Background: an optimization exercise with open tools, aiming at small area and a short achievable clock period. Do not read the settings as production practice. Where RTL was checked, it was by simulation tests only, not by an equivalence proof against the original. Only the layout flow was run in run 8; the RTL was not checked for function there. No activity file was given, so power comes from the tool's default toggle rates.

### design/flow/flow/run.sh
#!/bin/bash
bash standard.sh finish BUFFER_PORTS_ARGS="-buffer_cell sky130_fd_sc_hd__buf_1" > standard.log 2>&1
### design/flow/standard.sh
#!/bin/bash
# synth_recipe.tcl (not shown) runs the flow's synth.tcl, then flattens the netlist and writes it again
# the make line also repeats each setting of config.mk as NAME=value (left out here)
make -C /OpenROAD-flow-scripts/flow DESIGN_CONFIG=/design/flow/config.mk WORK_HOME=/design/flow/orfs CLKGATE_MAP_FILE= SYNTH_SCRIPT=/design/flow/synth_recipe.tcl "${@:-finish}"
### design/flow/config.mk
export PLATFORM = sky130hd
export DESIGN_NAME = rtp_rx_check
export DESIGN_NICKNAME = rtp_rx_check
export VERILOG_FILES = /design/flow/design.v
export SDC_FILE = /design/flow/constraint.sdc
export NUM_CORES = 4
export LEC_CHECK = 0
export CAP_MARGIN = 20
export CORE_MARGIN = 2
export CORE_UTILIZATION = 40
export CTS_BUF_LIST = sky130_fd_sc_hd__clkbuf_8
export CTS_CLUSTER_SIZE = 30
export PLACE_DENSITY = 0.6
export SETUP_SLACK_MARGIN = 3.1
export SLEW_MARGIN = 20
export TNS_END_PERCENT = 20
### design/flow/constraint.sdc
create_clock -name core_clock -period 7.0 [get_ports {clk}]
set_input_delay 1.4000 -clock core_clock [delete_from_list [all_inputs] [get_ports {clk}]]
set_output_delay 1.4000 -clock core_clock [all_outputs]
set_load 0.01 [all_outputs]
### design/flow/design.v
module rtp_rx_check (
    input  wire        clk,
    input  wire        rst,
    input  wire        in_valid,
    input  wire [63:0] in_data,
    input  wire        in_last,
    input  wire [2:0]  in_nbytes,
    output wire        out_valid,
    output wire        out_hdr,
    output wire        out_ok,
    output wire [31:0] out_type,
    output wire [31:0] out_seq,
    output wire [31:0] out_len,
    output wire [31:0] out_csum,
    output wire [15:0] out_sum,
    output wire [10:0] out_plen,
    output wire [11:0] out_flen
);
    reg         first;
    reg         ph_b1;
    reg         ph_pl;
    reg         ph_past;
    reg         fin;         
    reg  [11:0] flen;        
    reg  [10:0] room;        
    reg         lim;         
    reg  [15:0] acc_s;       
    reg  [15:0] acc_c;
    reg  [31:0] f_type;
    reg  [31:0] f_seq;
    reg  [31:0] f_len;
    reg  [31:0] f_csum;
    wire        full     = ~in_last | (in_nbytes == 3'd0);
    wire [3:0]  nb       = full ? 4'd8 : {1'b0, in_nbytes};
    wire        room_all = |room[10:3];
    reg  [7:0]  kb, lb;
    reg  [63:0] masked;
    integer     j;
    always @* begin
        for (j = 0; j < 8; j = j + 1) begin
            kb[j] = in_valid & (first | (ph_b1 & (j < 4)) | (ph_pl & (room_all | (room[2:0] > j))));
            lb[j] = ~in_last | (in_nbytes == 3'd0) | (in_nbytes > j);
            masked[63 - 8*j -: 8] = in_data[63 - 8*j -: 8] & {8{kb[j]}} & {8{lb[j]}};
        end
    end
    function [31:0] csa;
        input [15:0] a, b, c;
        reg   [15:0] h, m;
        begin
            h   = a ^ b;
            m   = (a & b) | (c & h);
            csa = {m[14:0], m[15], h ^ c};
        end
    endfunction
    wire [15:0] s_in = first ? 16'd0 : acc_s;
    wire [15:0] c_in = first ? 16'd0 : acc_c;
    wire [31:0] l1a  = csa(masked[63:48], masked[47:32], masked[31:16]);
    wire [31:0] l1b  = csa(masked[15:0], s_in, c_in);
    wire [31:0] l2   = csa(l1a[15:0], l1a[31:16], l1b[15:0]);
    wire [31:0] l3   = csa(l2[15:0], l2[31:16], l1b[31:16]);
    wire [10:0] len_sat  = (|in_data[63:43]) ? 11'h7FF : in_data[42:32];
    wire [10:0] room_dec = room_all ? room - 11'd8 : 11'd0;
    wire        pl_end   = (flen[10:3] == 8'hFF);     
    wire [11:0] base     = first ? 12'd0 : flen;
    wire [8:0]  base_inc = base[11:3] + 9'd1;
    always @(posedge clk) begin
        if (rst) begin
            first   <= 1'b1;
            ph_b1   <= 1'b0;
            ph_pl   <= 1'b0;
            ph_past <= 1'b0;
            fin     <= 1'b0;
        end else begin
            fin <= in_valid & in_last;
            if (in_valid) begin
                first   <= in_last;
                ph_b1   <= ~in_last & first;
                ph_pl   <= ~in_last & (ph_b1 | (ph_pl & ~pl_end));
                ph_past <= ~in_last & (ph_past | (ph_pl & pl_end));
            end
        end
        acc_s <= l3[15:0];
        acc_c <= l3[31:16];
        if (first) begin
            f_type <= in_data[63:32];
            f_seq  <= in_data[31:0];
        end
        if (ph_b1) begin
            f_len  <= in_data[63:32];
            f_csum <= in_data[31:0];
            room   <= len_sat;
        end
        if (in_valid) begin
            if (!ph_past)
                flen <= full ? {base_inc, 3'b000} : {base[11:3], in_nbytes};
            if (ph_pl)
                room   <= room_dec;
            lim <= ~ph_b1 && (room[10:4] == 7'd0) && (room[3:0] <= (ph_past ? 4'd0 : nb));
        end
    end
    wire [15:0] g0 = acc_s & acc_c;
    wire [15:0] p0 = acc_s ^ acc_c;
    reg  [15:0] gp, pp, gn, pn;
    integer     k, d;
    always @* begin
        gp = g0;
        pp = p0;
        for (d = 1; d < 16; d = d * 2) begin
            for (k = 0; k < 16; k = k + 1) begin
                gn[k] = gp[k] | (pp[k] & gp[(k + 16 - d) % 16]);
                pn[k] = pp[k] & pp[(k + 16 - d) % 16];
            end
            gp = gn;
            pp = pn;
        end
    end
    wire [15:0] sum = ~(p0 ^ {gp[14:0], gp[15]});
    wire [15:0] vu_m   = g0 | (f_csum[15:0] & p0);
    wire [15:0] vu_c   = {vu_m[14:0], vu_m[15]};
    wire        z_mod  = &(p0 ^ (f_csum[15:0] ^ vu_c));    
    wire        z_sc   = ~|{acc_s, acc_c};
    wire        cs_lo1 = &f_csum[15:0];
    wire        hdr   = |flen[11:4];
    wire [11:0] avail = flen - 12'd16;
    assign out_valid = fin;
    assign out_hdr   = hdr;
    assign out_ok    = hdr & ~|f_csum[31:16] & z_mod & (z_sc | ~cs_lo1);
    assign out_type  = f_type;
    assign out_seq   = f_seq;
    assign out_len   = f_len;
    assign out_csum  = f_csum;
    assign out_sum   = sum;
    assign out_plen  = lim ? f_len[10:0] : avail[10:0];
    assign out_flen  = flen;
endmodule
==> results of run 1 <==
==> how the worst max path moves through the flow <==
stage                             from         to  slack, ns  cells after the start
after floorplan           in_nbytes[1]  acc_s[10]       2.99                      7
after global placement    in_nbytes[1]   acc_s[0]       2.50                      9
after detailed placement      in_valid  acc_s[11]       2.41                      7
after CTS                    acc_s[10]     out_ok       2.95                      8
after global routing         acc_s[10]     out_ok       2.89                      8
final                        acc_c[10]     out_ok       2.96                      8
==> metal layers <==
metal / global-route usage (%) / share of wire (%) / vias up
li1: - / - / 3379
met1: 30.3 / 44 / 3708
met2: 35.1 / 48 / 266
met3: 4.75 / 6.4 / 31
met4: 5.59 / 1.4 / 2
met5: 0 / 0.046 / -
==> cell usage in the layout (no fill, tap or decap), types with 3 or more instances in the layout <==
cell / netlist / final
buf_1: 0 / 235
edfxtp_1: 144 / 144
nand2_1: 66 / 64
fa_1: 64 / 64
and2_1: 64 / 62
a21oi_1: 51 / 47
o21ai_0: 43 / 40
nor2_1: 35 / 33
xnor2_1: 32 / 30
nor2b_1: 29 / 29
dfxtp_1: 45 / 29
xor2_1: 29 / 28
inv_1: 21 / 23
nor4_1: 19 / 17
clkbuf_8: 0 / 17
nand4_1: 15 / 15
dfxtp_2: 0 / 14
ha_4: 0 / 13
nor3_1: 11 / 9
nand3_1: 9 / 8
ha_1: 24 / 8
buf_4: 1 / 8
o221ai_1: 7 / 7
o21a_1: 7 / 7
mux2_2: 5 / 5
and4_1: 5 / 5
nand2b_1: 4 / 4
a21oi_2: 0 / 4
a31oi_1: 4 / 4
o21ai_1: 1 / 4
o21bai_1: 4 / 4
inv_6: 0 / 4
buf_2: 9 / 4
or3_1: 4 / 3
o221a_2: 3 / 3
a211oi_1: 3 / 3
ha_2: 0 / 3
inv_8: 0 / 3
==> area by class of cell <==
cell class | count | area (um^2)
well taps | 324 | 405
inverters | 21 | 78.8
flip-flops and latches | 189 | 5250
clock inverters | 15 | 153
clock buffers | 17 | 234
multi-input cells | 568 | 4830
repair buffers | 248 | 967
fillers | 2325 | 12500
==> kinds of logic (layout without fill, tap and decap cells) <==
kind of cell               Yosys count  in the layout  synth area share (%)
buffers and inverters               57            301                  2.30
muxes                                5              5                 0.565
DFF                                189            189                  52.5
xor gates and xnor gates            61             61                  5.37
AOI/OAI and AO/OA                  142            142                  8.65
adders and majority gates           88             88                  15.9
and+or+nand+nor                    272            272                  14.8
==> synth_stat cells (4+ instances only) <==
library cell and number:
edfxtp_1 144, nand2_1 66, and2_1 64, fa_1 64, a21oi_1 51, dfxtp_1 45
o21ai_0 43, nor2_1 35, xnor2_1 32, nor2b_1 29, xor2_1 29, clkbuf_1 26
ha_1 24, inv_1 21, nor4_1 19, nand4_1 15, nor3_1 11, buf_2 9
nand3_1 9, o21a_1 7, o221ai_1 7, and4_1 5, mux2_2 5, a31oi_1 4
nand2b_1 4, o21bai_1 4, or3_1 4
==> timing repair <==
item	in CTS	in global routing
buffers inserted	3	2
resized for setup	56	17
pin swaps	4	5
endpoints found under the setup margin	41	48
==> power by group through the flow <==
stage	logic [mW]	registers, mW	clock network, mW
floorplan	0.752	1.46	0
global placement	1.08	1.47	0
detailed placement	1.09	1.47	0
CTS	1.21	1.47	0.743
global route	1.35	1.49	0.789
finish	1.23	1.48	0.731
==> flip-flops by register name, indices dropped and copies added (netlist names) <==
register  flops
acc_c        16
lim           1
acc_s        16
f_csum       32
ph_past       1
flen         12
ph_b1         1
f_type       32
ph_pl         1
f_seq        32
room         11
first         1
fin           1
f_len        32
==> results.toml, run 1 <==
[clock_tree]
htreeDepth = 4
cts_root_buffer = "clkbuf_8"
cts.path.max_buffers = 2
postCtsHoldBufs = 0
clock-sinks = 189
cts_tree = "yes"
clk_pin_slew_ns = 0.12
insertion_delay_ns = 0.48
numCtsBuffers = 17

[sta]
holdWs_ns = 0.571
fmax_mhz = 247
clock_skew_ns = 0.0190
relSlewSlack_pct = 36.3
worstMarginPinSlew_ns = 0.956
finalSetupViolCount = 0
setup_ws_ns = 2.96
fin_setup_tns_ns = 0
rsz0062_at_grt = "true"
finalMaxSlewViolations = 0
hold_viol = 0
post-route-period-util_pct = 57.7
fin_crit_ns = 4.04

[yosys]
synthTopCellsByArea = "edfxtp_1 43%, fa_1 13%, dfxtp_1 9.0%"
synth_ff_type = "edfxtp_1"
yosysSeqAreaShare_pct = 52.5
synthArstFlopShare_pct = 0
netlist_area_mm2 = 0.00996
synth_nets = 973
avgSynthCellArea_um2 = 12.2
yosysWarnings = 1
yosysTopAreaCellShare_pct = 43.4
ys_types = 54
ys_ff_latch = 189
synth_top_area_cell = "edfxtp_1"
synth_edf_count = 144
synth_cells = 814

[hold_path]
hold_path_end = "ph_past"
min_from = "ph_past"
hold_path_class = "reg2reg"
hold_path_depth = 1

[floorplan]
dieWidth_um = 162
design.die.area_mm2 = 0.0262
die_height_um = 162
coreArea_mm2 = 0.0244
rows = 57
start_util_pct = 40.8
io_pins = 241

[pwr]
report.power.total_mw = 3.43
peakVddDrop_mv = 0.148
p_comb_share_pct = 35.7
p_leak_nw = 4.19
p_int_mw = 2.15
p_sw_share_pct = 37.4
pwr-share-seq_pct = 43.0
pwr-share-clk_pct = 21.3
power_density_mw_per_mm2 = 288
p_switching_mw = 1.29

[placed_design]
place_inst = 1344
dp_hpwl_um = 21500
postPlaceCellArea_mm2 = 0.0112
port_buffers = 240
gp_congestion = 0.879
place_ws_ns = 2.41

[setup_path]
cp.arrival_ns = 2.64
cp_slowest_stage_delay_ns = 0.37
reg2reg_depth = 11
critPathCaptureType = "output pin"
timing.rr.start = "room[5]"
cp.required_ns = 5.60
path_cells = "ha_4, xnor2_2, xnor2_1, nor4_2, nand4_1, a2111oi_2, and4_1, buf_2"
reg2reg_setup_slack_ns = 3.26
critPathSlowestCell = "nor4_2"
worst_r2r_endpoint = "acc_s[15]"
critPathMaxFanout = 8
path_buf_inv = 1
start_kind = "flop"
worstSetupPathType = "reg2out"
crit_family = "simple AND/OR/NAND/NOR gates"

[global_routing]
grt_pass1_vias = 7440
grt_usage_pct = 21.9
grt-ovfl-total = 0
grt_antenna_before_repair = 1
grt_pass1_wl_um = 43400
grt_max_degree = 76

[route]
drtPass1Iterations = 5
ant_nets = 0
drt_iter0_drc = 568
vias = 7386
drc = 0
routed_wl_um = 28300
detail_route.vias_per_cell = 5.34
wire_per_inst_um = 20.5

[finish]
fin_nets = 1204
final_cell_area_mm2 = 0.0119
syn2layout_area_growth_pct = 19.7
final_util_pct = 48.9
drive_gt1_share_pct = 10.7
fin_cells = 1382
diodes = 0

[outcome]
status = "no timing/DRC/antenna violations"

[job]
drv_cap = 0
==> run 2, diff against run 1 <==
--- a/design/flow/config.mk
+++ b/design/flow/config.mk
@@ -11,6 +11,6 @@
 export CTS_BUF_LIST = sky130_fd_sc_hd__clkbuf_8
 export CTS_CLUSTER_SIZE = 30
 export PLACE_DENSITY = 0.6
-export SETUP_SLACK_MARGIN = 3.1
+export SETUP_SLACK_MARGIN = 3.0
 export SLEW_MARGIN = 20
 export TNS_END_PERCENT = 20
==> run 2 against run 1 <==
Effect of this change:
- sequential power about the same
- synthesized area unchanged
- final cell count decreased by 0.29%
- synthesized cell count unchanged
- critical path type unchanged
- largest cell class unchanged
- largest power group unchanged
==> results.toml, run 2 <==
[floorplan]
rows = 57
io_pins = 241
coreArea_mm2 = 0.0244
design.die.area_mm2 = 0.0262
die_height_um = 162
start_util_pct = 40.8
dieWidth_um = 162

[hold_path]
hold_path_class = "reg2reg"

[clock_tree]
htreeDepth = 4
numCtsBuffers = 17
cts_tree = "yes"
cts.path.max_buffers = 2
postCtsHoldBufs = 0
cts_root_buffer = "clkbuf_8"
insertion_delay_ns = 0.46
clk_pin_slew_ns = 0.10
clock-sinks = 189

[global_routing]
grt_pass1_wl_um = 42100
grt-ovfl-total = 0
grt_antenna_before_repair = 1
grt-busiest-layer = "met2"
grt.met3_usage_pct = 5.01
grt_max_degree = 82
grt_usage_pct = 21.2
use_met1_pct = 30.2
grt_use_met2_pct = 33.4
grt_pass1_vias = 7178

[yosys]
synthArstFlopShare_pct = 0
yosysWarnings = 1
synth_nets = 973
netlist_area_mm2 = 0.00996
synth_ff_type = "edfxtp_1"
yosysTopAreaCellShare_pct = 43.4
synthTopCellsByCount = "144 x edfxtp_1, 66 x nand2_1, 64 x and2_1, 64 x fa_1, 51 x a21oi_1"
synth_cells = 814
synth_edf_count = 144
avgSynthCellArea_um2 = 12.2
ys_types = 54
yosysSeqAreaShare_pct = 52.5
synth_top_area_cell = "edfxtp_1"
ys_ff_latch = 189
yosysMostFrequentCell = "edfxtp_1"
synthTopCellsByArea = "edfxtp_1 43%, fa_1 13%, dfxtp_1 9.0%"

[sta]
relSlewSlack_pct = 24.1
setup_ws_ns = 2.97
fmax_mhz = 248
hold_viol = 0
post-route-period-util_pct = 57.6
finalMaxSlewViolations = 0
rsz0062_at_grt = "true"
worstMarginPinSlew_ns = 1.13
holdWs_ns = 0.537
fin_crit_ns = 4.03
clock_skew_ns = 0.0125
fin_setup_tns_ns = 0
finalSetupViolCount = 0

[route]
wire_per_inst_um = 20.3
routed_wl_um = 28000
ant_nets = 0
vias = 7241
drt_iter0_drc = 469
drtPass1Iterations = 5
detail_route.vias_per_cell = 5.25
drc = 0

[finish]
drive_gt1_share_pct = 10.4
final_common_cell = "buf_1"
fin_cells = 1378
layout_common_cells = "236 x buf_1, 144 x edfxtp_1, 64 x nand2_1, 64 x fa_1, 63 x and2_1"
diodes = 0
syn2layout_area_growth_pct = 19.5
fin_nets = 1200

[setup_path]
cp.arrival_ns = 2.63
critPathMaxFanout = 8
start_kind = "flop"
worstSetupPathType = "reg2out"
cp.required_ns = 5.60
critPathCaptureType = "output pin"

[pwr]
peakVddDrop_mv = 0.132
p_leak_nw = 4.16
power_density_mw_per_mm2 = 288
report.power.total_mw = 3.43

[placed_design]
place_inst = 1343
gp_congestion = 0.891
port_buffers = 240
place_ws_ns = 2.31
dp_hpwl_um = 21300

[outcome]
status = "no timing/DRC/antenna violations"

[job]
drv_cap = 0
[run 2: repair_timing]
item | 4_1_cts | 5_1_grt
gates resized for setup | 43 | 29
endpoints found under the setup margin | 39 | 45
pin swaps | 1 | 5
setup buffers | 0 | 3
[run 2: cell families (layout without fill, tap and decap cells)]
family / after synthesis / in the layout / share of synthesized area [%]
flops: 189 / 189 / 52.5
xor+xnor: 61 / 61 / 5.37
mux: 5 / 5 / 0.565
fa+ha+maj: 88 / 88 / 15.9
simple gates: 272 / 272 / 14.8
buf+inv: 57 / 297 / 2.30
compound gates: 142 / 142 / 8.65
[run 2: critical path, cell delays in order (launching register included)]
cell and delay (ns):
dfxtp_1 0.38, ha_2 0.36, a21oi_2 0.21, o32ai_1 0.10, a211oi_1 0.17, o21ai_1 0.15
a2111oi_2 0.35, and4_1 0.28, buf_1 0.16
[run 2: path summary, 6_finish.rpt]
kind / startpoint / to / slack [ns] / cells after the start
setup / recovery: acc_c[10] / out_ok / 2.97 / 8
hold / removal: ph_past / ph_past / 0.54 / 1
setup reg to reg: room[5] / acc_s[15] / 3.19 / 11
hold reg to reg: ph_past / ph_past / 0.54 / 1
[run 2: metal layers]
metal / up-vias / share of wire [%]
met4: 2 / 0.83
li1: 3370 / -
met5: - / 0.057
met3: 15 / 7.2
met1: 3555 / 45
met2: 299 / 47
[run 2: report_power, final]
part           internal (mW)  total [mW]  switching (mW)
registers               1.34        1.49           0.145
logic                  0.507        1.22           0.710
clock network          0.307       0.731           0.424
[run 2: layout make-up]
cell class	instances	area (um^2)
fillers	2304	12500
flip-flops and latches	189	5250
multi-input cells	568	4820
repair buffers	244	948
well taps	324	405
clock buffers	18	248
clock inverters	14	153
inverters	21	78.8
[run 2: through the flow]
stage | utilization (%) | cell area, um^2
2_1_floorplan | - | 10000
3_3_place_gp | 45.8 | 11200
3_5_place_dp | 45.8 | 11200
4_1_cts | 48.2 | 11800
5_1_grt | 48.8 | 11900
6_report | 48.8 | 11900
==> run 3, diff against run 2 <==
--- a/design/flow/config.mk
+++ b/design/flow/config.mk
@@ -11,6 +11,6 @@
 export CTS_BUF_LIST = sky130_fd_sc_hd__clkbuf_8
 export CTS_CLUSTER_SIZE = 30
 export PLACE_DENSITY = 0.6
-export SETUP_SLACK_MARGIN = 3.0
+export SETUP_SLACK_MARGIN = 2.9
 export SLEW_MARGIN = 20
 export TNS_END_PERCENT = 20
==> run 3 against run 2 <==
Effect of this change:
- utilization decreased by 0.28 points
- sequential power about the same
- clock power increased by 2%
- largest cell class unchanged
- total power shrank 0.18%
- still clean on timing, DRC and antenna
- critical path type unchanged
- cell area down 0.57%
- synthesized area unchanged
- register-to-register slack got worse by 0.03 ns
- non-clock buffer count down 2
- first-iteration DRC count grew 15%
==> results.toml, run 3 <==
[sta]
post-route-period-util_pct = 57.1
rsz0062_at_grt = "true"
hold_viol = 0
fin_setup_tns_ns = 0
relSlewSlack_pct = 32.0
worstMarginPinSlew_ns = 1.02
fmax_mhz = 250
fin_crit_ns = 4.00
clock_skew_ns = 0.0207
finalSetupViolCount = 0
finalMaxSlewViolations = 0

[clock_tree]
numCtsBuffers = 17
clock-sinks = 189
htreeDepth = 4
cts_root_buffer = "clkbuf_8"
cts_tree = "yes"
cts.path.max_buffers = 2
clk_pin_slew_ns = 0.11
insertion_delay_ns = 0.47

[route]
drc = 0
drt_iter0_drc = 538
vias = 7254
wire_per_inst_um = 20.3
drtPass1Iterations = 5
routed_wl_um = 27900
detail_route.vias_per_cell = 5.27
ant_nets = 0

[global_routing]
grt_max_degree = 79
grt_usage_pct = 21.4
grt_antenna_before_repair = 0
grt-ovfl-total = 0
grt_pass1_vias = 7260
grt_pass1_wl_um = 42300

[yosys]
yosysMostFrequentCell = "edfxtp_1"
yosysWarnings = 1
synthTopCellsByCount = "144 x edfxtp_1, 66 x nand2_1, 64 x and2_1, 64 x fa_1, 51 x a21oi_1"
synthArstFlopShare_pct = 0
ys_types = 54
synthTopCellsByArea = "edfxtp_1 43%, fa_1 13%, dfxtp_1 9.0%"
netlist_area_mm2 = 0.00996
synth_nets = 973
synth_ff_type = "edfxtp_1"
yosysTopAreaCellShare_pct = 43.4
ys_ff_latch = 189
synth_top_area_cell = "edfxtp_1"
synth_cells = 814
synth_edf_count = 144
avgSynthCellArea_um2 = 12.2
yosysSeqAreaShare_pct = 52.5

[finish]
fin_cells = 1376
fin_nets = 1198
fill_cells = 2305
multi_input_area_mm2 = 0.00477
final_common_cell = "buf_1"
layout_common_cells = "239 x buf_1, 144 x edfxtp_1, 65 x nand2_1"
syn2layout_area_growth_pct = 18.8
diodes = 0
regArea_mm2 = 0.00524
drive_gt1_share_pct = 8.75

[floorplan]
coreArea_mm2 = 0.0244
start_util_pct = 40.8
design.die.area_mm2 = 0.0262
io_pins = 241
rows = 57
dieWidth_um = 162
die_height_um = 162

[pwr]
p_int_mw = 2.15
p_switching_mw = 1.27
peakVddDrop_mv = 0.126
p_leak_nw = 4.14
pwr-share-clk_pct = 21.8
p_sw_share_pct = 37.1
report.power.total_mw = 3.43
p_comb_share_pct = 35.2
pwr-share-seq_pct = 43.0
power_density_mw_per_mm2 = 290

[hold_path]
hold_path_class = "reg2reg"
hold_path_depth = 1
min_from = "ph_past"

[setup_path]
timing.rr.start = "first"
critPathCaptureType = "output pin"
critPathMaxFanout = 8
critPathLaunch = "acc_s[10]"
cp.arrival_ns = 2.60
worstSetupPathType = "reg2out"
start_kind = "flop"
cp.required_ns = 5.60
reg2reg_depth = 9

[job]
drv_cap = 0

[placed_design]
gp_congestion = 0.920
port_buffers = 240
place_inst = 1344
dp_hpwl_um = 21400

[outcome]
status = "no timing/DRC/antenna violations"
run 3: layer usage:
layer | track usage, % | share of wire (%)
met1 | 29.8 | 44
met2 | 33.3 | 47
met3 | 4.67 | 6.2
met4 | 6.96 | 2.3
met5 | 0 | 0
run 3: cells by family after synthesis:
logic type	count (synthesis)	share of synthesized area, %
muxes	5	0.565
adders and majority gates	88	15.9
AOI/OAI and AO/OA	142	8.65
DFF	189	52.5
buffers and inverters	57	2.30
xor gates and xnor gates	61	5.37
and+or+nand+nor	272	14.8
run 3: path summary, 6_finish.rpt:
| kind | slack, ns | to |
|---|---|---|
| worst max-delay path | 3.00 | out_ok |
| worst min-delay path | 0.59 | ph_past |
| worst max register to register | 3.16 | acc_s[10] |
| worst min register to register | 0.59 | ph_past |
run 3: critical path, stage by stage, from the launching register on:
cell,delay (ns)
dfxtp_1,0.40
ha_2,0.37
xnor2_1,0.21
xnor2_1,0.14
nor4_2,0.19
nand4_1,0.14
a2111oi_2,0.22
and4_1,0.28
buf_1,0.17
run 3: what timing repair did:
action,4_1_cts,5_1_grt
hold buffers,0,0
pin swaps,2,2
buffers inserted,0,0
endpoints found under the setup margin,20,42
cloned,0,0
resized for setup,27,29
run 3: area by class of cell:
cell class | count | area share (%)
flip-flops and latches | 189 | 44.3
multi-input cells | 568 | 40.3
repair buffers | 242 | 7.81
well taps | 324 | 3.43
clock buffers | 19 | 2.21
clock inverters | 13 | 1.24
inverters | 21 | 0.666
run 3: power groups by stage:
stage	combinational, mW	clock (mW)	sequential [mW]
2_1_floorplan	0.757	0	1.46
3_3_place_gp	1.08	0	1.47
3_5_place_dp	1.10	0	1.47
4_1_cts	1.15	0.769	1.46
5_1_grt	1.34	0.811	1.49
6_report	1.20	0.748	1.47
run 3: per-stage QoR:
step	instance area (um^2)	hold slack [ns]	utilization [%]	worst slack, ns
2_1_floorplan	10000	0.477	-	2.93
3_3_place_gp	11200	0.532	45.8	2.47
3_5_place_dp	11200	0.539	45.8	2.34
4_1_cts	11700	0.566	48.0	2.87
5_1_grt	11800	0.632	48.5	2.87
6_report	11800	0.594	48.5	3.00
==> run 4, diff against run 3 <==
--- a/design/flow/config.mk
+++ b/design/flow/config.mk
@@ -7,10 +7,10 @@
 export LEC_CHECK = 0
 export CAP_MARGIN = 20
 export CORE_MARGIN = 2
-export CORE_UTILIZATION = 40
+export CORE_UTILIZATION = 50
 export CTS_BUF_LIST = sky130_fd_sc_hd__clkbuf_8
 export CTS_CLUSTER_SIZE = 30
-export PLACE_DENSITY = 0.6
+export PLACE_DENSITY = 0.7
 export SETUP_SLACK_MARGIN = 2.9
 export SLEW_MARGIN = 20
 export TNS_END_PERCENT = 20
==> run 4 against run 3 <==
Effect of this change:
- hold slack got worse by 0.070 ns
- global-route usage is 4.0 points higher
- synthesized area unchanged
- critical path type unchanged
- largest cell class unchanged
==> results.toml, run 4 <==
[clock_tree]
cts_tree = "yes"
htreeDepth = 4
numCtsBuffers = 17
cts.path.max_buffers = 2
postCtsHoldBufs = 0
clk_pin_slew_ns = 0.10
cts_root_buffer = "clkbuf_8"
clock-sinks = 189
insertion_delay_ns = 0.48

[global_routing]
grt_pass1_vias = 7318
grt_use_met2_pct = 39.6
grt_pass1_wl_um = 41300
grt_antenna_before_repair = 0
grt-busiest-layer = "met2"
grt_max_degree = 82
grt.met3_usage_pct = 5.57
grt_usage_pct = 25.4
grt-ovfl-total = 0
use_met1_pct = 35.5

[yosys]
ys_ff_latch = 189
netlist_area_mm2 = 0.00996
avgSynthCellArea_um2 = 12.2
synthArstFlopShare_pct = 0
yosysWarnings = 1
yosysMostFrequentCell = "edfxtp_1"
synth_cells = 814
synthTopCellsByArea = "edfxtp_1 43%, fa_1 13%, dfxtp_1 9.0%"
ys_types = 54
synth_edf_count = 144
synth_ff_type = "edfxtp_1"
synth_top_area_cell = "edfxtp_1"
yosysSeqAreaShare_pct = 52.5
synthTopCellsByCount = "144 x edfxtp_1, 66 x nand2_1, 64 x and2_1, 64 x fa_1, 51 x a21oi_1"
yosysTopAreaCellShare_pct = 43.4
synth_nets = 973

[sta]
finalSetupViolCount = 0
fin_crit_ns = 4.02
hold_viol = 0
setup_ws_ns = 2.98
fmax_mhz = 249
fin_setup_tns_ns = 0
holdWs_ns = 0.524
relSlewSlack_pct = 32.8
clock_skew_ns = 0.0118
finalMaxSlewViolations = 0
post-route-period-util_pct = 57.4
worstMarginPinSlew_ns = 1.01
rsz0062_at_grt = "true"

[setup_path]
start_kind = "flop"
cp.required_ns = 5.60
critPathMaxFanout = 8
worstSetupPathType = "reg2out"
cp_slowest_stage_delay_ns = 0.41
path_cells = "ha_2, a21oi_2, o32ai_1, a211oi_1, o21ai_1, a2111oi_2, and4_1, buf_1"
crit_family = "compound AO/OA/AOI/OAI gates"
cp.arrival_ns = 2.62
path_buf_inv = 1
critPathSlowestCell = "dfxtp_1"
critPathCaptureType = "output pin"

[placed_design]
place_ws_ns = 2.29
postPlaceCellArea_mm2 = 0.0111
dp_hpwl_um = 20100
port_buffers = 240
gp_congestion = 0.890

[outcome]
status = "no timing/DRC/antenna violations"

[finish]
syn2layout_area_growth_pct = 17.8
final_common_cell = "buf_1"
fill_cells = 1678
drive_gt1_share_pct = 8.74
fin_nets = 1199
final_cell_area_mm2 = 0.0117
layout_common_cells = "239 x buf_1, 144 x edfxtp_1, 65 x nand2_1"
diodes = 0

[floorplan]
dieWidth_um = 145
coreArea_mm2 = 0.0195
io_pins = 241
die_height_um = 145
start_util_pct = 51.0
rows = 51
design.die.area_mm2 = 0.0211

[route]
vias = 7335
routed_wl_um = 26600
wire_per_inst_um = 20.2
ant_nets = 0
drc = 0
drt_iter0_drc = 675
detail_route.vias_per_cell = 5.57
drtPass1Iterations = 5

[pwr]
power_density_mw_per_mm2 = 285
peakVddDrop_mv = 0.166
p_leak_nw = 4.13
report.power.total_mw = 3.35

[hold_path]
hold_path_class = "reg2reg"

[job]
drv_cap = 0
## run 4: final timing paths
kind	startpoint	cells past startpoint	to	slack (ns)
max	acc_s[10]	8	out_ok	2.98
max reg2reg	room[5]	11	acc_s[15]	3.32
min reg2reg	ph_b1	0	f_len[10]	0.52
min	ph_b1	0	f_len[10]	0.52
## run 4: cell families (layout without fill, tap and decap cells)
family	after synthesis	in the layout	synth area share, %
simple gates	272	272	14.8
compound gates	142	142	8.65
mux	5	5	0.565
xor+xnor	61	61	5.37
buf+inv	57	296	2.30
flops	189	189	52.5
fa+ha+maj	88	88	15.9
## run 4: metal layers
layer,routed length [um],vias up
met2,12400,333
li1,-,3358
met5,0,-
met4,666,0
met3,2030,52
met1,11500,3592
## run 4: per-stage QoR
stage / utilization, % / std cells
after floorplan: - / 814
after global placement: 56.8 / 1285
after detailed placement: 56.8 / 1285
after CTS: 59.0 / 1317
after global routing: 60.1 / 1318
final: 60.1 / 1318
## run 4: where the power goes
part           switching, mW  total [mW]  internal (mW)  leakage, nW
Clock                  0.426       0.684          0.259        0.185
Sequential             0.130        1.47           1.34         1.77
Combinational          0.702        1.20          0.495         2.17
## run 4: final cells by class
type,count,area (um^2),share of cell area [%]
clock inverter,15,134,1.14
inverter,21,78.8,0.672
multi-input combinational,568,4780,40.8
clock buffer,17,234,1.99
timing repair buffer,243,932,7.95
tap,265,332,2.83
sequential,189,5240,44.7
## run 4: worst register-to-register path: stages (launching register included)
cell	delay [ns]
dfxtp_1	0.37
or4_4	0.58
nor4b_2	0.35
nand3_1	0.11
a21oi_1	0.19
a311oi_2	0.12
and2_1	0.27
fa_1	0.47
inv_1	0.06
fa_1	0.53
inv_1	0.06
fa_1	0.52
## run 4: timing repair
action / in CTS / in global routing
pin swaps: 0 / 1
setup buffers: 0 / 1
endpoints found under the setup margin: 18 / 44
resized for setup: 14 / 42
hold endpoints to repair: 0 / 0
==> run 5, diff against run 4 <==
--- a/design/flow/config.mk
+++ b/design/flow/config.mk
@@ -11,6 +11,6 @@
 export CTS_BUF_LIST = sky130_fd_sc_hd__clkbuf_8
 export CTS_CLUSTER_SIZE = 30
 export PLACE_DENSITY = 0.7
-export SETUP_SLACK_MARGIN = 2.9
+export SETUP_SLACK_MARGIN = 3.4
 export SLEW_MARGIN = 20
-export TNS_END_PERCENT = 20
+export TNS_END_PERCENT = 0
==> run 5 against run 4 <==
Effect of this change:
- sequential share of layout area shrank 0.74 points
- global-route usage rose by 1.4 points
- total power rose by 5.4%
- utilization is 1.2 points higher
- routed wire length increased by 6.9%
- hold slack improved by 0.030 ns
- clock skew up 0.0044 ns
==> results.toml, run 5 <==
[finish]
drive_gt1_share_pct = 11.9
final_cell_area_mm2 = 0.0120
syn2layout_area_growth_pct = 20.2
diodes = 0
layout_common_cells = "237 x buf_1, 144 x edfxtp_1, 64 x and2_1, 64 x fa_1, 63 x nand2_1"
final_common_cell = "buf_1"
fin_nets = 1210
fin_cells = 1329
fill_cells = 1619

[floorplan]
dieWidth_um = 145
rows = 51
coreArea_mm2 = 0.0195
start_util_pct = 51.0
die_height_um = 145
design.die.area_mm2 = 0.0211
io_pins = 241

[pwr]
p_switching_mw = 1.32
p_sw_share_pct = 37.4
pwr-share-seq_pct = 42.0
p_comb_share_pct = 37.7
p_leak_nw = 4.23
peakVddDrop_mv = 0.214
pwr-share-clk_pct = 20.3
p_int_mw = 2.21
power_density_mw_per_mm2 = 295

[setup_path]
cp.required_ns = 5.60
critPathCaptureType = "output pin"
critPathMaxFanout = 5
cp.arrival_ns = 2.53
start_kind = "flop"
worstSetupPathType = "reg2out"

[clock_tree]
clk_pin_slew_ns = 0.10
clock-sinks = 189
cts_tree = "yes"
htreeDepth = 4
insertion_delay_ns = 0.48
cts_root_buffer = "clkbuf_8"
cts.path.max_buffers = 2
numCtsBuffers = 17

[route]
detailroute.wirelength.met2_um = 13400
drt_iter0_drc = 931
ant_nets = 0
detail_route.vias_per_cell = 5.68
wl_met3_um = 2520
drc = 0
m1WireLength_um = 11800
vias = 7548
drtPass1Iterations = 6
wire_per_inst_um = 21.4
highest_layer = "met4"
routed_wl_um = 28400

[global_routing]
grt_usage_pct = 26.7
grt_pass1_wl_um = 43200
grt-ovfl-total = 0
grt_max_degree = 65
grt_pass1_vias = 7467
grt_antenna_before_repair = 0

[placed_design]
place_ws_ns = 2.37
gp_congestion = 0.907
dp_hpwl_um = 21400
postPlaceCellArea_mm2 = 0.0111
port_buffers = 240
place_inst = 1285

[yosys]
ys_ff_latch = 189
yosysWarnings = 1
synthTopCellsByCount = "144 x edfxtp_1, 66 x nand2_1, 64 x and2_1, 64 x fa_1, 51 x a21oi_1"
ys_types = 54
yosysMostFrequentCell = "edfxtp_1"
synth_top_area_cell = "edfxtp_1"
synthArstFlopShare_pct = 0
avgSynthCellArea_um2 = 12.2
netlist_area_mm2 = 0.00996
yosysSeqAreaShare_pct = 52.5
synth_edf_count = 144
yosysTopAreaCellShare_pct = 43.4
synth_nets = 973
synth_cells = 814
synth_ff_type = "edfxtp_1"
synthTopCellsByArea = "edfxtp_1 43%, fa_1 13%, dfxtp_1 9.0%"

[sta]
hold_viol = 0
fin_setup_tns_ns = 0
rsz0062_at_grt = "true"
finalMaxSlewViolations = 0
relSlewSlack_pct = 47.6
fin_crit_ns = 3.93
finalSetupViolCount = 0
clock_skew_ns = 0.0162
post-route-period-util_pct = 56.2
setup_ws_ns = 3.07
worstMarginPinSlew_ns = 0.786
fmax_mhz = 254

[job]
drv_cap = 0

[outcome]
status = "no timing/DRC/antenna violations"

[hold_path]
hold_path_class = "reg2reg"
==> run 5: kinds of logic (layout without fill, tap and decap cells) <==
kind of cell | Yosys count | in the layout | share of synthesized area, %
and+or+nand+nor | 272 | 272 | 14.8
muxes | 5 | 5 | 0.565
xor gates and xnor gates | 61 | 61 | 5.37
buffers and inverters | 57 | 307 | 2.30
adders and majority gates | 88 | 88 | 15.9
AOI/OAI and AO/OA | 142 | 142 | 8.65
DFF | 189 | 189 | 52.5
==> run 5: layout make-up <==
| type | instances | area (um^2) | area share, % |
|---|---|---|---|
| flip-flops and latches | 189 | 5260 | 43.9 |
| multi-input cells | 568 | 4880 | 40.8 |
| repair buffers | 254 | 1030 | 8.64 |
| well taps | 265 | 332 | 2.77 |
| clock buffers | 17 | 234 | 1.95 |
| inverters | 21 | 78.8 | 0.659 |
| clock inverters | 15 | 150 | 1.25 |
==> run 5: final timing paths <==
| path | from | end | depth (start not counted) | slack [ns] |
|---|---|---|---|---|
| setup reg to reg | room[5] | acc_s[15] | 11 | 3.30 |
| hold reg to reg | ph_past | ph_past | 1 | 0.55 |
| hold / removal | ph_past | ph_past | 1 | 0.55 |
| setup / recovery | acc_s[15] | out_ok | 8 | 3.07 |
==> run 5: power groups by stage <==
| stage | Clock, mW | Sequential (mW) | Combinational [mW] |
|---|---|---|---|
| after CTS | 0.728 | 1.47 | 1.21 |
| after floorplan | 0 | 1.46 | 0.752 |
| after global placement | 0 | 1.47 | 1.07 |
| after detailed placement | 0 | 1.47 | 1.10 |
| after global routing | 0.769 | 1.49 | 1.44 |
| final | 0.718 | 1.48 | 1.33 |
==> run 5: through the flow <==
step	hold slack (ns)	utilization, %	power, mW
floorplan	0.477	-	2.21
global placement	0.520	56.9	2.54
detailed placement	0.518	56.9	2.57
CTS	0.543	60.2	3.41
global route	0.602	61.3	3.70
finish	0.554	61.3	3.53
==> run 5: repair_timing <==
action	in CTS	in global routing
pin swaps	3	12
setup buffers	2	9
hold buffers	0	0
resized for setup	53	34
endpoints found under the setup margin	49	51
==> run 5: worst max-delay path: stages, from the launching register on <==
cell	delay, ns
dfxtp_2	0.37
ha_4	0.34
a21oi_4	0.07
xnor2_1	0.15
nor4_2	0.29
nand4_1	0.16
a2111oi_2	0.29
and4_1	0.25
buf_2	0.14
==> run 5: layer usage <==
layer / global-route usage, % / up-vias
met5: 0 / -
met4: 8.48 / 0
met3: 6.42 / 51
met2: 42.5 / 392
met1: 36.6 / 3718
li1: - / 3387
==> run 6, diff against run 5 <==
--- a/design/flow/config.mk
+++ b/design/flow/config.mk
@@ -11,6 +11,6 @@
 export CTS_BUF_LIST = sky130_fd_sc_hd__clkbuf_8
 export CTS_CLUSTER_SIZE = 30
 export PLACE_DENSITY = 0.7
-export SETUP_SLACK_MARGIN = 3.4
+export SETUP_SLACK_MARGIN = 3.0
 export SLEW_MARGIN = 20
 export TNS_END_PERCENT = 0
==> run 6 against run 5 <==
Effect of this change:
- still clean on timing, DRC and antenna
- flip-flop and latch count stayed put
- maximum frequency is 2.4% lower
- global-route usage is 1.5 points lower
- routed wire length is 6.1% lower
- die area stayed put
- cell area is 0.77% lower
- largest cell class unchanged
==> results.toml, run 6 <==
[clock_tree]
insertion_delay_ns = 0.46
cts_root_buffer = "clkbuf_8"
htreeDepth = 4
numCtsBuffers = 17
clock-sinks = 189
postCtsHoldBufs = 0
cts.path.max_buffers = 2
cts_tree = "yes"
clk_pin_slew_ns = 0.10

[setup_path]
start_kind = "primary input"
reg2reg_setup_slack_ns = 3.26
critPathMaxFanout = 11
reg2reg_depth = 8
cp.arrival_ns = 4.37
critPathLaunch = "in_nbytes[1]"
cp.required_ns = 7.34
timing.rr.start = "ph_b1"
worstSetupPathType = "in2reg"
worst_r2r_endpoint = "acc_s[10]"
critPathCaptureType = "flop"

[yosys]
synthTopCellsByArea = "edfxtp_1 43%, fa_1 13%, dfxtp_1 9.0%"
netlist_area_mm2 = 0.00996
yosysSeqAreaShare_pct = 52.5
synth_edf_count = 144
yosysWarnings = 1
synthArstFlopShare_pct = 0
synth_ff_type = "edfxtp_1"
synth_nets = 973
synthTopCellsByCount = "144 x edfxtp_1, 66 x nand2_1, 64 x and2_1, 64 x fa_1, 51 x a21oi_1"
yosysTopAreaCellShare_pct = 43.4
synth_cells = 814
avgSynthCellArea_um2 = 12.2
ys_types = 54
yosysMostFrequentCell = "edfxtp_1"
ys_ff_latch = 189
synth_top_area_cell = "edfxtp_1"

[sta]
hold_viol = 0
rsz0062_at_grt = "true"
finalSetupViolCount = 0
relSlewSlack_pct = 29.4
finalMaxSlewViolations = 0
post-route-period-util_pct = 57.6
fmax_mhz = 248
setup_ws_ns = 2.97
fin_crit_ns = 4.03
clock_skew_ns = 0.0101
fin_setup_tns_ns = 0
worstMarginPinSlew_ns = 1.06

[hold_path]
hold_path_end = "ph_past"
hold_path_class = "reg2reg"
min_from = "ph_past"
hold_path_depth = 1

[pwr]
power_density_mw_per_mm2 = 292
report.power.total_mw = 3.47
peakVddDrop_mv = 0.201
p_leak_nw = 4.19

[outcome]
status = "no timing/DRC/antenna violations"

[floorplan]
dieWidth_um = 145
start_util_pct = 51.0
io_pins = 241
coreArea_mm2 = 0.0195
design.die.area_mm2 = 0.0211
die_height_um = 145
rows = 51

[finish]
layout_common_cells = "238 x buf_1, 144 x edfxtp_1, 64 x nand2_1, 64 x and2_1, 64 x fa_1"
final_common_cell = "buf_1"
fill_cells = 1629
syn2layout_area_growth_pct = 19.3
diodes = 0
drive_gt1_share_pct = 10.7
fin_nets = 1205
final_util_pct = 60.8

[route]
drtPass1Iterations = 5
detailroute.wirelength.met2_um = 12400
wl_met3_um = 2170
drc = 0
vias = 7381
ant_nets = 0
m1WireLength_um = 11400
highest_layer = "met4"
wire_per_inst_um = 20.2
detail_route.vias_per_cell = 5.57
routed_wl_um = 26700
drt_iter0_drc = 739

[global_routing]
grt_antenna_before_repair = 0
grt-ovfl-total = 0
grt_max_degree = 82
grt_pass1_wl_um = 41100
grt_usage_pct = 25.3
grt_pass1_vias = 7310

[placed_design]
gp_congestion = 0.889
port_buffers = 240
place_ws_ns = 2.42
dp_hpwl_um = 20100

[job]
drv_cap = 0
run 6: cell counts after synthesis:
No cell type changed its count.
run 6: per-stage QoR:
step / hold slack [ns] / cells / cell area, um^2
after CTS: 0.527 / 1316 / 11600
after global placement: 0.503 / 1284 / 11100
after global routing: 0.560 / 1324 / 11900
after detailed placement: 0.503 / 1284 / 11100
final: 0.538 / 1324 / 11900
after floorplan: 0.477 / 814 / 10000
run 6: where the power goes:
group	switching, mW	internal (mW)	total, mW
Clock	0.408	0.335	0.743
Combinational	0.703	0.538	1.24
Sequential	0.147	1.34	1.49
run 6: logic make-up after synthesis:
group,count (synthesis),synth area share (%)
multiplexers,5,0.565
AO/OA/AOI/OAI,142,8.65
AND/OR/NAND/NOR,272,14.8
adder cells (fa/ha/maj),88,15.9
buffers and inverters,57,2.30
flip-flops,189,52.5
XOR/XNOR,61,5.37
run 6: worst max-delay path by stage:
stage	to	depth (start not counted)
final	acc_s[2]	10
after global routing	out_ok	8
after CTS	out_sum[0]	7
after detailed placement	acc_s[10]	7
after global placement	acc_s[8]	7
after floorplan	acc_s[14]	9
run 6: area by class of cell:
| type | count | area, um^2 | share of cell area, % |
|---|---|---|---|
| Clock buffer | 18 | 248 | 2.09 |
| Clock inverter | 14 | 161 | 1.36 |
| Inverter | 21 | 78.8 | 0.664 |
| Multi-Input combinational cell | 568 | 4830 | 40.7 |
| Sequential cell | 189 | 5260 | 44.2 |
| Tap cell | 265 | 332 | 2.79 |
| Timing Repair Buffer | 249 | 975 | 8.21 |
run 6: critical path, cell delays in order:
cell and delay, ns:
buf_1 0.22, or3_4 0.46, nand2_2 0.20, a21oi_1 0.11, nor3_4 0.19, buf_4 0.18, and2_1 0.15, fa_1 0.44
fa_1 0.50, fa_1 0.50
run 6: routing by layer:
| metal | up-vias | global-route usage (%) |
|---|---|---|
| met3 | 49 | 6.54 |
| met5 | - | 0 |
| met4 | 0 | 7.30 |
| met2 | 378 | 39.6 |
| met1 | 3585 | 35.1 |
| li1 | 3369 | - |
run 6: what timing repair did:
item,4_1_cts,5_1_grt
pin swaps,2,7
endpoints found under the setup margin,28,38
resized for setup,32,42
buffers inserted,0,7
==> run 7, diff against run 6 <==
--- a/design/flow/config.mk
+++ b/design/flow/config.mk
@@ -11,6 +11,6 @@
 export CTS_BUF_LIST = sky130_fd_sc_hd__clkbuf_8
 export CTS_CLUSTER_SIZE = 30
 export PLACE_DENSITY = 0.7
-export SETUP_SLACK_MARGIN = 3.0
+export SETUP_SLACK_MARGIN = 3.2
 export SLEW_MARGIN = 20
 export TNS_END_PERCENT = 0
==> run 7 against run 6 <==
Effect of this change:
- still clean
- non-clock buffer count is 5 higher
- sequential power hardly changed
- flip-flop and latch count did not move
- hold slack improved by 0.016 ns
- routed wire length rose by 6.6%
- clock power decreased by 3.4%
- utilization grew 0.47 points
- largest cell class unchanged
==> results.toml, run 7 <==
[sta]
worstMarginPinSlew_ns = 0.786
fmax_mhz = 254
finalSetupViolCount = 0
rsz0062_at_grt = "true"
relSlewSlack_pct = 47.6
fin_setup_tns_ns = 0
clock_skew_ns = 0.0162
setup_ws_ns = 3.07
post-route-period-util_pct = 56.2
fin_crit_ns = 3.93
finalMaxSlewViolations = 0
hold_viol = 0

[yosys]
synthTopCellsByArea = "edfxtp_1 43%, fa_1 13%, dfxtp_1 9.0%"
ys_ff_latch = 189
yosysTopAreaCellShare_pct = 43.4
synthArstFlopShare_pct = 0
synth_cells = 814
yosysSeqAreaShare_pct = 52.5
synth_nets = 973
synthTopCellsByCount = "144 x edfxtp_1, 66 x nand2_1, 64 x and2_1, 64 x fa_1, 51 x a21oi_1"
synth_ff_type = "edfxtp_1"
netlist_area_mm2 = 0.00996
yosysMostFrequentCell = "edfxtp_1"
synth_top_area_cell = "edfxtp_1"
ys_types = 54
synth_edf_count = 144
avgSynthCellArea_um2 = 12.2
yosysWarnings = 1

[finish]
syn2layout_area_growth_pct = 20.2
drive_gt1_share_pct = 11.9
fill_cells = 1619
final_common_cell = "buf_1"
layout_common_cells = "237 x buf_1, 144 x edfxtp_1, 64 x and2_1, 64 x fa_1, 63 x nand2_1"
final_cell_area_mm2 = 0.0120
diodes = 0
final_util_pct = 61.3
fin_cells = 1329
fin_nets = 1210

[clock_tree]
htreeDepth = 4
cts_tree = "yes"
cts.path.max_buffers = 2
postCtsHoldBufs = 0
clock-sinks = 189
insertion_delay_ns = 0.48
numCtsBuffers = 17
clk_pin_slew_ns = 0.10
cts_root_buffer = "clkbuf_8"

[setup_path]
start_kind = "flop"
path_buf_inv = 1
critPathMaxFanout = 5
path_cells = "ha_4, a21oi_4, xnor2_1, nor4_2, nand4_1, a2111oi_2, and4_1, buf_2"
cp.arrival_ns = 2.53
reg2reg_depth = 11
cp.required_ns = 5.60
critPathCaptureType = "output pin"
critPathSlowestCell = "dfxtp_2"
cp_slowest_stage_delay_ns = 0.37
worstSetupPathType = "reg2out"
crit_family = "simple AND/OR/NAND/NOR gates"
critical_path_depth = 8

[pwr]
peakVddDrop_mv = 0.214
p_leak_nw = 4.23
power_density_mw_per_mm2 = 295

[hold_path]
hold_path_depth = 1
hold_path_class = "reg2reg"

[global_routing]
grt_usage_pct = 26.7
grt_max_degree = 65
grt_antenna_before_repair = 0
grt_pass1_wl_um = 43200
grt-ovfl-total = 0
grt_pass1_vias = 7467

[placed_design]
port_buffers = 240
place_inst = 1285
place_ws_ns = 2.37
dp_hpwl_um = 21400
gp_congestion = 0.907
postPlaceCellArea_mm2 = 0.0111

[floorplan]
io_pins = 241
rows = 51
die_height_um = 145
coreArea_mm2 = 0.0195
dieWidth_um = 145
start_util_pct = 51.0
design.die.area_mm2 = 0.0211

[route]
wire_per_inst_um = 21.4
drt_iter0_drc = 931
vias = 7548
drtPass1Iterations = 6
drc = 0
detail_route.vias_per_cell = 5.68
ant_nets = 0
routed_wl_um = 28400

[outcome]
status = "no timing/DRC/antenna violations"

[job]
drv_cap = 0
[run 7: cell counts after synthesis]
No cell type changed its count.
[run 7: area by class of cell]
class	count	area, um^2	share of cell area (%)
Sequential cell	189	5260	43.9
Tap cell	265	332	2.77
Timing Repair Buffer	254	1030	8.64
Multi-Input combinational cell	568	4880	40.8
Clock inverter	15	150	1.25
Clock buffer	17	234	1.95
Inverter	21	78.8	0.659
[run 7: layer usage]
metal | vias to the layer above | track usage, % | wire length (um)
met5 | - | 0 | 0
met1 | 3718 | 36.6 | 11800
met4 | 0 | 8.48 | 622
met2 | 392 | 42.5 | 13400
met3 | 51 | 6.42 | 2520
li1 | 3387 | - | -
[run 7: repair_timing]
action / in CTS / in global routing
gates resized for setup: 53 / 34
pin swaps: 3 / 12
hold endpoints to repair: 0 / 0
buffers inserted: 2 / 9
endpoints found under the setup margin: 49 / 50
[run 7: path summary, 6_finish.rpt]
path	end	slack, ns	start
hold / removal	ph_past	0.55	ph_past
setup reg to reg	acc_s[15]	3.30	room[5]
hold reg to reg	ph_past	0.55	ph_past
setup / recovery	out_ok	3.07	acc_s[15]
[run 7: where the power goes]
part	internal (mW)	switching [mW]
sequential	1.34	0.141
combinational	0.574	0.755
clock	0.294	0.424
[run 7: through the flow]
stage               total power, mW  hold WS, ns
global route                   3.70        0.602
detailed placement             2.57        0.518
global placement               2.54        0.520
finish                         3.53        0.554
CTS                            3.41        0.543
floorplan                      2.21        0.477
[run 7: worst register-to-register path, stage by stage (launching register included)]
cell,delay (ns)
dfxtp_1,0.37
or4_4,0.59
nor3_2,0.17
nand2_1,0.14
nor3_1,0.32
a21boi_2,0.17
and2_1,0.21
fa_1,0.53
inv_1,0.05
fa_1,0.53
inv_1,0.06
fa_1,0.52
[run 7: cells by family after synthesis]
group | after synthesis | synth area share (%)
AOI/OAI and AO/OA | 142 | 8.65
buffers and inverters | 57 | 2.30
DFF | 189 | 52.5
and+or+nand+nor | 272 | 14.8
adders and majority gates | 88 | 15.9
muxes | 5 | 0.565
xor gates and xnor gates | 61 | 5.37
==> run 8, diff against run 7 <==
--- a/design/flow/design.v
+++ b/design/flow/design.v
@@ -24,6 +24,9 @@
     reg  [11:0] flen;        
     reg  [10:0] room;        
     reg         lim;         
+    reg         nz;          
+    reg         cs_hi0;      
+    reg         cs_lo1;      
     reg  [15:0] acc_s;       
     reg  [15:0] acc_c;
     reg  [31:0] f_type;
@@ -81,6 +84,7 @@
         end
         acc_s <= l3[15:0];
         acc_c <= l3[31:16];
+        nz    <= (~first & nz) | (|masked);
         if (first) begin
             f_type <= in_data[63:32];
             f_seq  <= in_data[31:0];
@@ -88,6 +92,8 @@
         if (ph_b1) begin
             f_len  <= in_data[63:32];
             f_csum <= in_data[31:0];
+            cs_hi0 <= ~|in_data[31:16];
+            cs_lo1 <= &in_data[15:0];
             room   <= len_sat;
         end
         if (in_valid) begin
@@ -118,13 +124,11 @@
     wire [15:0] vu_m   = g0 | (f_csum[15:0] & p0);
     wire [15:0] vu_c   = {vu_m[14:0], vu_m[15]};
     wire        z_mod  = &(p0 ^ (f_csum[15:0] ^ vu_c));    
-    wire        z_sc   = ~|{acc_s, acc_c};
-    wire        cs_lo1 = &f_csum[15:0];
     wire        hdr   = |flen[11:4];
     wire [11:0] avail = flen - 12'd16;
     assign out_valid = fin;
     assign out_hdr   = hdr;
-    assign out_ok    = hdr & ~|f_csum[31:16] & z_mod & (z_sc | ~cs_lo1);
+    assign out_ok    = hdr & cs_hi0 & z_mod & (~nz | ~cs_lo1);
     assign out_type  = f_type;
     assign out_seq   = f_seq;
     assign out_len   = f_len;
--- a/design/flow/config.mk
+++ b/design/flow/config.mk
@@ -11,6 +11,6 @@
 export CTS_BUF_LIST = sky130_fd_sc_hd__clkbuf_8
 export CTS_CLUSTER_SIZE = 30
 export PLACE_DENSITY = 0.7
-export SETUP_SLACK_MARGIN = 3.2
+export SETUP_SLACK_MARGIN = 3.3
 export SLEW_MARGIN = 20
 export TNS_END_PERCENT = 0
==> run 8 against run 7 <==
Effect of this change:
- still clean
- first-iteration DRC count shrank 37%
- routed wire length shrank 4.7%
- sequential power is essentially flat
- register-to-register slack gained 0.16 ns
- count of clock-buffer cells in the layout unchanged
- flip-flop and latch count grew 3
- total power grew 3.0%
- global-route usage down 1.9 points
- maximum frequency up 3.8%
- critical path type is now in2reg
- critical endpoint is now acc_s[12]
==> results.toml, run 8 <==
[outcome]
status = "no timing/DRC/antenna violations"

[sta]
holdWs_ns = 0.554
relSlewSlack_pct = 29.4
hold_viol = 0
fmax_mhz = 264
fin_setup_tns_ns = 0
post-route-period-util_pct = 54.1
finalMaxSlewViolations = 0
finalSetupViolCount = 0
rsz0062_at_grt = "true"
fin_crit_ns = 3.79
clock_skew_ns = 0.0133
worstMarginPinSlew_ns = 1.05

[clock_tree]
cts.path.max_buffers = 2
clk_pin_slew_ns = 0.10
numCtsBuffers = 17
clock-sinks = 192
insertion_delay_ns = 0.46
cts_root_buffer = "clkbuf_8"
htreeDepth = 4
cts_tree = "yes"
postCtsHoldBufs = 0

[global_routing]
grt_antenna_before_repair = 0
grt_usage_pct = 24.8
grt_pass1_vias = 7291
use_met1_pct = 34.7
grt_pass1_wl_um = 40800
grt_use_met2_pct = 40.3
grt_max_degree = 80
grt.met3_usage_pct = 4.03
grt-busiest-layer = "met2"
grt-ovfl-total = 0

[pwr]
p_switching_mw = 1.34
pwr-share-seq_pct = 40.7
power_density_mw_per_mm2 = 292
p_leak_nw = 4.50
p_comb_share_pct = 38.7
p_int_mw = 2.29
peakVddDrop_mv = 0.156
p_sw_share_pct = 36.9
pwr-share-clk_pct = 20.6

[setup_path]
worst_r2r_endpoint = "acc_s[15]"
start_kind = "primary input"
cp.arrival_ns = 4.13
critPathMaxFanout = 8
reg2reg_setup_slack_ns = 3.46
critPathLaunch = "in_nbytes[0]"
reg2reg_depth = 13
crit_end = "acc_s[12]"
cp_slowest_stage_delay_ns = 0.49
cp.required_ns = 7.34
timing.rr.start = "room[3]"
critPathSlowestCell = "fa_1"
worstSetupPathType = "in2reg"
critPathCaptureType = "flop"
path_cells = "clkbuf_4, or3_4, a32oi_4, buf_4, and2_1, fa_1, fa_1, fa_1"
cp_common_cell = "fa_1"

[yosys]
synth_nets = 1018
yosysSeqAreaShare_pct = 52.3
synth_top_area_cell = "edfxtp_1"
yosysMostFrequentCell = "edfxtp_1"
synth_cells = 858
synthTopCellsByCount = "146 x edfxtp_1, 100 x nand2_1, 64 x fa_1, 57 x a21oi_1, 50 x inv_1"
synthTopCellsByArea = "edfxtp_1 43%, fa_1 13%, dfxtp_1 9.1%"
synthArstFlopShare_pct = 0
ys_types = 62
netlist_area_mm2 = 0.0102
avgSynthCellArea_um2 = 11.8
synth_edf_count = 146
yosysTopAreaCellShare_pct = 43.2
yosysWarnings = 1
ys_ff_latch = 192
synth_ff_type = "edfxtp_1"

[finish]
diodes = 0
final_common_cell = "buf_1"
syn2layout_area_growth_pct = 22.6
layout_common_cells = "232 x buf_1, 146 x edfxtp_1, 99 x nand2_1"
fin_nets = 1278
drive_gt1_share_pct = 14.0

[placed_design]
dp_hpwl_um = 19700
port_buffers = 240
gp_congestion = 0.915

[floorplan]
rows = 52
die_height_um = 146
design.die.area_mm2 = 0.0215
start_util_pct = 50.5
io_pins = 241
dieWidth_um = 146
coreArea_mm2 = 0.0201

[route]
drt_iter0_drc = 588
wire_per_inst_um = 19.3
routed_wl_um = 27100
detail_route.vias_per_cell = 5.48
vias = 7678
drtPass1Iterations = 5
ant_nets = 0
drc = 0

[hold_path]
hold_path_class = "reg2reg"

[job]
drv_cap = 0
## run 8: worst min-delay path by stage
stage,startpoint,endpoint,slack [ns],cells past startpoint
global route,ph_past,ph_past,0.58,1
global placement,ph_past,ph_past,0.53,1
finish,ph_past,ph_past,0.55,1
floorplan,ph_past,ph_past,0.48,1
CTS,ph_past,ph_past,0.54,1
detailed placement,ph_past,ph_past,0.52,1
## run 8: what timing repair did
action	4_1_cts	5_1_grt
endpoints found under the setup margin	49	49
setup buffers	3	22
pin swaps	5	19
cloned	1	1
resized for setup	62	53
## run 8: metal layers
metal | vias to the layer above | part of all wire (%)
met1 | 3752 | 43
met2 | 317 | 49
met5 | - | 0
met4 | 0 | 2.2
met3 | 46 | 6.0
li1 | 3563 | -
## run 8: cell type report
cell class | instances | area (um^2)
timing repair inverter | 1 | 5.00
timing repair buffer | 267 | 1170
tap | 270 | 338
inverter | 51 | 195
sequential | 192 | 5320
clock inverter | 15 | 178
clock buffer | 17 | 234
multi-input combinational | 588 | 5000
fill | 1645 | 7650
## run 8: per-stage QoR
stage	total power, mW	setup WS (ns)	cells	instance area [um^2]	utilization (%)
floorplan	2.25	3.06	858	10200	-
global placement	2.61	2.40	1342	11300	56.4
detailed placement	2.62	2.29	1342	11300	56.4
CTS	3.51	3.21	1378	12000	59.9
global route	3.83	3.18	1401	12400	61.9
finish	3.63	3.21	1401	12400	61.9
## run 8: kinds of logic after synthesis
| group | share of synthesized area [%] |
|---|---|
| buffers and inverters | 3.00 |
| multiplexers | 0.949 |
| AND/OR/NAND/NOR | 14.3 |
| XOR/XNOR | 4.75 |
| AO/OA/AOI/OAI | 9.02 |
| adder cells (fa/ha/maj) | 15.7 |
| flip-flops | 52.3 |
## run 8: critical path: cells and delay by family
kind | cells | cell delay [ns]
compound gates | 1 | 0.33
fa+ha+maj | 3 | 1.40
buf+inv | 2 | 0.37
simple gates | 2 | 0.62
## run 8: power groups by stage
stage	sequential, mW	clock (mW)	combinational [mW]
6_report	1.48	0.749	1.41
3_3_place_gp	1.46	0	1.14
5_1_grt	1.49	0.799	1.54
4_1_cts	1.47	0.763	1.28
2_1_floorplan	1.47	0	0.781
3_5_place_dp	1.47	0	1.16

-- what the ideal ports hide --
The flow's constraints put no driver on any port. The routed layouts listed below were extracted and timed again, unchanged, in two steps.
Step 1: set_driving_cell puts a clkbuf_16 on clk and a buf_2 on each other input, an assumption about the parent block.
Step 2, shift: input delay + t, output delay - t, t = (earliest + latest rising clock arrival at the registers) / 2. This alone moves slack from input paths to output paths.
Three values: ideal, step 1, step 2; two values: the first two.
run	t, ns	setup slack, ns	hold slack, ns	worst setup path after step 2	pins driven straight from the clock port
run 1	0.514	2.958 / 2.915 / 2.631	0.571 / 0.571 / 0.571	input to register	1
run 2	0.499	2.969 / 2.929 / 2.582	0.537 / 0.537 / 0.537	input to register	1
run 3	0.504	3.004 / 2.963 / 2.524	0.594 / 0.594 / 0.594	input to register	1
run 4	0.516	2.979 / 2.938 / 2.535	0.524 / 0.524 / 0.524	input to register	1
run 5	0.520	3.066 / 3.022 / 2.633	0.554 / 0.554 / 0.554	input to register	1
run 6	0.497	2.969 / 2.990 / 2.493	0.538 / 0.538 / 0.538	input to register	1
run 7	0.520	3.066 / 3.022 / 2.633	0.554 / 0.554 / 0.554	input to register	1
run 8	0.499	3.211 / 3.232 / 2.733	0.554 / 0.554 / 0.554	input to register	1
After both steps every run listed still meets setup and hold. The setup slack of run 3, which loses most, moves by -0.041 ns with the drivers and by -0.480 ns with both steps.
